This is an optimization exercise on Yosys and OpenROAD, whose aim is small area and a short achievable clock period, not a production implementation.
The RTL was checked by simulation tests, not by an equivalence proof against the original design.
Power is estimated from default activity; no workload was simulated.

main:
// wlfc_fx
module wlfc_fx (
    input  wire        clk,
    input  wire        rst,         
    input  wire        in_valid,
    input  wire [2:0]  in_op,       
    input  wire [63:0] in_a,
    output reg         out_valid,
    output reg  [63:0] out_data
);
Size in the first run: ~97 flip-flops, roughly 7800 um2 of cells after synthesis.
==> module wlfc_fx, before the edit <==
module wlfc_fx (
    input  wire        clk,
    input  wire        rst,         
    input  wire        in_valid,
    input  wire [2:0]  in_op,       
    input  wire [63:0] in_a,
    output reg         out_valid,
    output reg  [63:0] out_data
);
    wire [31:0] w = in_a[31:0];
    wire        op_fl = in_op[2];                         
    wire        op_ff = ~in_op[2] & (in_op[1:0] == 2'd1);
    wire        op_in = ~in_op[2] & (in_op[1:0] == 2'd2);
    wire        op_fr = ~in_op[2] & (in_op[1:0] == 2'd3);
    wire [10:0] ff_e  = in_a[62:52];
    wire [41:0] ff_m  = {1'b1, in_a[51:11]};
    wire        ff_hi = ff_e[10];
    wire        ff_lo = ~ff_e[10] & (&ff_e[9:5]);
    wire [41:0] ff_a  = ff_hi ? ff_m : (ff_lo ? {32'd0, ff_m[41:32]} : 42'd0);
    wire [31:0] fl_x = {1'b0, w[30:0] ^ {31{w[31]}}};
    wire [15:0] v1;  wire [15:0] p1;
    wire [7:0]  v2;  wire [15:0] p2;
    wire [3:0]  v3;  wire [11:0] p3;
    wire [1:0]  v4;  wire [7:0]  p4;
    genvar g;
    generate
        for (g = 0; g < 16; g = g + 1) begin : l1
            assign v1[g] = fl_x[2*g+1] | fl_x[2*g];
            assign p1[g] = fl_x[2*g+1];
        end
        for (g = 0; g < 8; g = g + 1) begin : l2
            assign v2[g] = v1[2*g+1] | v1[2*g];
            assign p2[2*g+1 -: 2] = v1[2*g+1] ? {1'b1, p1[2*g+1]} : {1'b0, p1[2*g]};
        end
        for (g = 0; g < 4; g = g + 1) begin : l3
            assign v3[g] = v2[2*g+1] | v2[2*g];
            assign p3[3*g+2 -: 3] = v2[2*g+1] ? {1'b1, p2[4*g+3 -: 2]} : {1'b0, p2[4*g+1 -: 2]};
        end
        for (g = 0; g < 2; g = g + 1) begin : l4
            assign v4[g] = v3[2*g+1] | v3[2*g];
            assign p4[4*g+3 -: 4] = v3[2*g+1] ? {1'b1, p3[6*g+5 -: 3]} : {1'b0, p3[6*g+2 -: 3]};
        end
    endgenerate
    wire [4:0]  fl_q  = v4[1] ? {1'b1, p4[7:4]} : {1'b0, p4[3:0]};
    wire        fl_xz = ~(v4[1] | v4[0]);
    reg [63:0] sa;
    reg [4:0]  ss;
    always @(*) begin
        if (op_fl) begin
            sa = {w[30:0], 33'd0};
            ss = fl_q;
        end else if (op_ff) begin
            sa = {22'd0, ff_a};
            ss = ~ff_e[4:0];
        end else begin
            sa = {w[30:16], {8{w[31] & ~op_fr}}, w[31:8] & {24{~op_fr}},
                  w[7] & ~op_in, w[6:0], 9'd0};
            ss = {op_in, op_fr, 3'd0};
        end
    end
    wire [47:0] sh16 = ss[4] ? sa[63:16]  : sa[47:0];
    wire [39:0] sh8  = ss[3] ? sh16[47:8] : sh16[39:0];
    reg        r1_v;
    reg        r1_fl;     
    reg        r1_ng;     
    reg [4:0]  r1_q;
    reg        r1_xz;
    reg [2:0]  r1_s;
    reg [39:0] r1_d;
    always @(posedge clk) begin
        if (rst)
            r1_v <= 1'b0;
        else
            r1_v <= in_valid;
        r1_fl <= op_fl;
        r1_ng <= op_fl ? w[31] : (op_ff & in_a[63]);
        r1_q  <= fl_q;
        r1_xz <= fl_xz;
        r1_s  <= ss[2:0];
        r1_d  <= sh8;
    end
    wire [35:0] sh4 = r1_s[2] ? r1_d[39:4] : r1_d[35:0];
    wire [33:0] sh2 = r1_s[1] ? sh4[35:2]  : sh4[33:0];
    wire [32:0] sh  = r1_s[0] ? sh2[33:1]  : sh2[32:0];
    wire [30:0] n_in = {sh[32:9], sh[8:2] & {7{r1_fl}}};
    wire [30:0] po0 = n_in;
    wire [30:0] po1, po2, po3, po4, po5;
    genvar b;
    generate
        for (b = 0; b < 31; b = b + 1) begin : pfx
            assign po1[b] = (b % 2  >= 1)  ? po0[b] | po0[b - (b % 2)  + 0] : po0[b];
            assign po2[b] = (b % 4  >= 2)  ? po1[b] | po1[b - (b % 4)  + 1] : po1[b];
            assign po3[b] = (b % 8  >= 4)  ? po2[b] | po2[b - (b % 8)  + 3] : po2[b];
            assign po4[b] = (b % 16 >= 8)  ? po3[b] | po3[b - (b % 16) + 7] : po3[b];
            assign po5[b] = (b % 32 >= 16) ? po4[b] | po4[b - (b % 32) + 15] : po4[b];
        end
    endgenerate
    wire [30:0] n_out = n_in ^ ({po5[29:0], 1'b0} & {31{r1_ng}});
    wire [8:0]  rnd   = {1'b0, sh[8:1]} + {8'd0, sh[0]};
    wire        fl_p2 = r1_ng & ~r1_xz & ~|sh[32:2];     
    wire        fl_z  = r1_xz & ~r1_ng;                  
    wire [10:0] fl_e0 = 11'd1015 + {6'd0, r1_q};
    wire [10:0] fl_e1 = 11'd1016 + {6'd0, r1_q};
    wire [10:0] fl_e  = fl_z ? 11'd0 : (fl_p2 ? fl_e1 : fl_e0);
    reg        r2_fl;
    reg        r2_ng;
    reg [30:0] r2_n;      
    reg [10:0] r2_x;      
    always @(posedge clk) begin
        if (rst)
            out_valid <= 1'b0;
        else
            out_valid <= r1_v;
        r2_fl <= r1_fl;
        r2_ng <= r1_ng;
        r2_n  <= n_out;
        r2_x  <= r1_fl ? fl_e : {2'd0, rnd};
    end
    always @(*) begin
        if (r2_fl)
            out_data = {r2_ng, r2_x, r2_n, 21'd0};
        else
            out_data = {32'd0, r2_n[30:7], 8'h00} | {55'd0, r2_x[8:0]};
    end
endmodule
Settings: LEC_CHECK=0, ABC_AREA=1, CAP_MARGIN=20, CORE_MARGIN=2, CORE_UTILIZATION=40, SETUP_SLACK_MARGIN=3.0, SLEW_MARGIN=20; clock period 5.5 ns.
standard.sh (not shown) runs the stock make flow with config.mk's settings and CLKGATE_MAP_FILE= SYNTH_SCRIPT=/design/flow/synth_recipe.tcl, a recipe that flattens the netlist after the stock synthesis.
==> flow/flow/run.sh <==
#!/bin/bash
# The standard layout (the standard.sh, ORFS synth to finish), except
# that the port buffers ORFS inserts on every input and output use the
# smallest buffer cell, sky130_fd_sc_hd__buf_1, instead of its default.
set -euo pipefail
cd "$(dirname "${BASH_SOURCE[0]}")/.."
bash standard.sh finish "BUFFER_PORTS_ARGS=-buffer_cell sky130_fd_sc_hd__buf_1" > standard_finish.log 2>&1
Relative to main, the following input files were edited for the feature branch:
--- a/flow/design.v
+++ b/flow/design.v
@@ -41,16 +41,21 @@
             assign p4[4*g+3 -: 4] = v3[2*g+1] ? {1'b1, p3[6*g+5 -: 3]} : {1'b0, p3[6*g+2 -: 3]};
         end
     endgenerate
     wire [4:0]  fl_q  = v4[1] ? {1'b1, p4[7:4]} : {1'b0, p4[3:0]};
     wire        fl_xz = ~(v4[1] | v4[0]);
+    wire        fl_n    = w[31];
+    wire        fl_h16  = fl_n ? ~&w[30:16] : |w[30:16];
+    wire        fl_h24  = fl_n ? ~&w[30:24] : |w[30:24];
+    wire        fl_h8   = fl_n ? ~&w[15:8]  : |w[15:8];
+    wire [1:0]  fl_q43  = {fl_h16, fl_h16 ? fl_h24 : fl_h8};
     reg [63:0] sa;
     reg [4:0]  ss;
     always @(*) begin
         if (op_fl) begin
             sa = {w[30:0], 33'd0};
-            ss = fl_q;
+            ss = {fl_q43, fl_q[2:0]};
         end else if (op_ff) begin
             sa = {22'd0, ff_a};
             ss = ~ff_e[4:0];
         end else begin
             sa = {w[30:16], {8{w[31] & ~op_fr}}, w[31:8] & {24{~op_fr}},
==> comparison <==
- Between main and the feature branch, the difference in synthesized cell count is negligible.
- Taking main as the reference, in the feature branch met2 layer wire length in the routed design shows a reduction of about 0.5%; proportion of cell area spent on the clock network rose by 0.34 points; die area decreased 0.70%; part of the power in combinational logic saw a decrease.
- Multiplexer area fraction after synthesis delta (main -> the feature branch): insignificant
- Taking main as the reference, in the feature branch critical path required time shows no meaningful change; proportion of total power due to net switching shows a reduction of 1.8 points; floorplan die width shows a reduction of about 0.35%.
- Comparing main and the feature branch, the lower clock skew was measured on main.
- Final-layout worst hold slack: main vs the feature branch — no meaningful difference
- The feature branch finished every stage and its layout cleared the timing, design-rule and antenna checks.
- The standard cells in the feature branch occupy less silicon area than those in main do.
- Looking at main and the feature branch, the storage element area is a wash.

re-timing with driven ports:
Ports are ideal in the flow. The routed layouts listed here were re-timed in OpenROAD. Step 1: set_driving_cell puts a clkbuf_16 on clk and a buf_2 on each other input, an assumption about the parent block. Step 2 adds t to the input delays and takes it off the output delays; t is the mean of the earliest and latest rising clock arrival at the registers after step 1. Input paths then give back, and output paths get back, about the clock's delay inside the block. Slacks: ideal / step 1 / step 2; pairs: ideal / step 1.
| run | shift t [ns] | setup WS [ns] | worst setup path after step 2 | latest minus earliest clock arrival (ns) | worst register clock-pin slew, ns |
|---|---|---|---|---|---|
| main | 0.391 | 2.996 / 2.959 / 2.568 | input to register | 0.011 / 0.010 | 0.07 / 0.07 |
| the feature branch | 0.394 | 3.013 / 3.011 / 2.618 | input to register | 0.014 / 0.015 | 0.07 / 0.07 |
After both steps setup and hold are still met in every run listed. The setup slack of main, which loses most, moves by -0.037 ns with the drivers and by -0.428 ns with both steps.
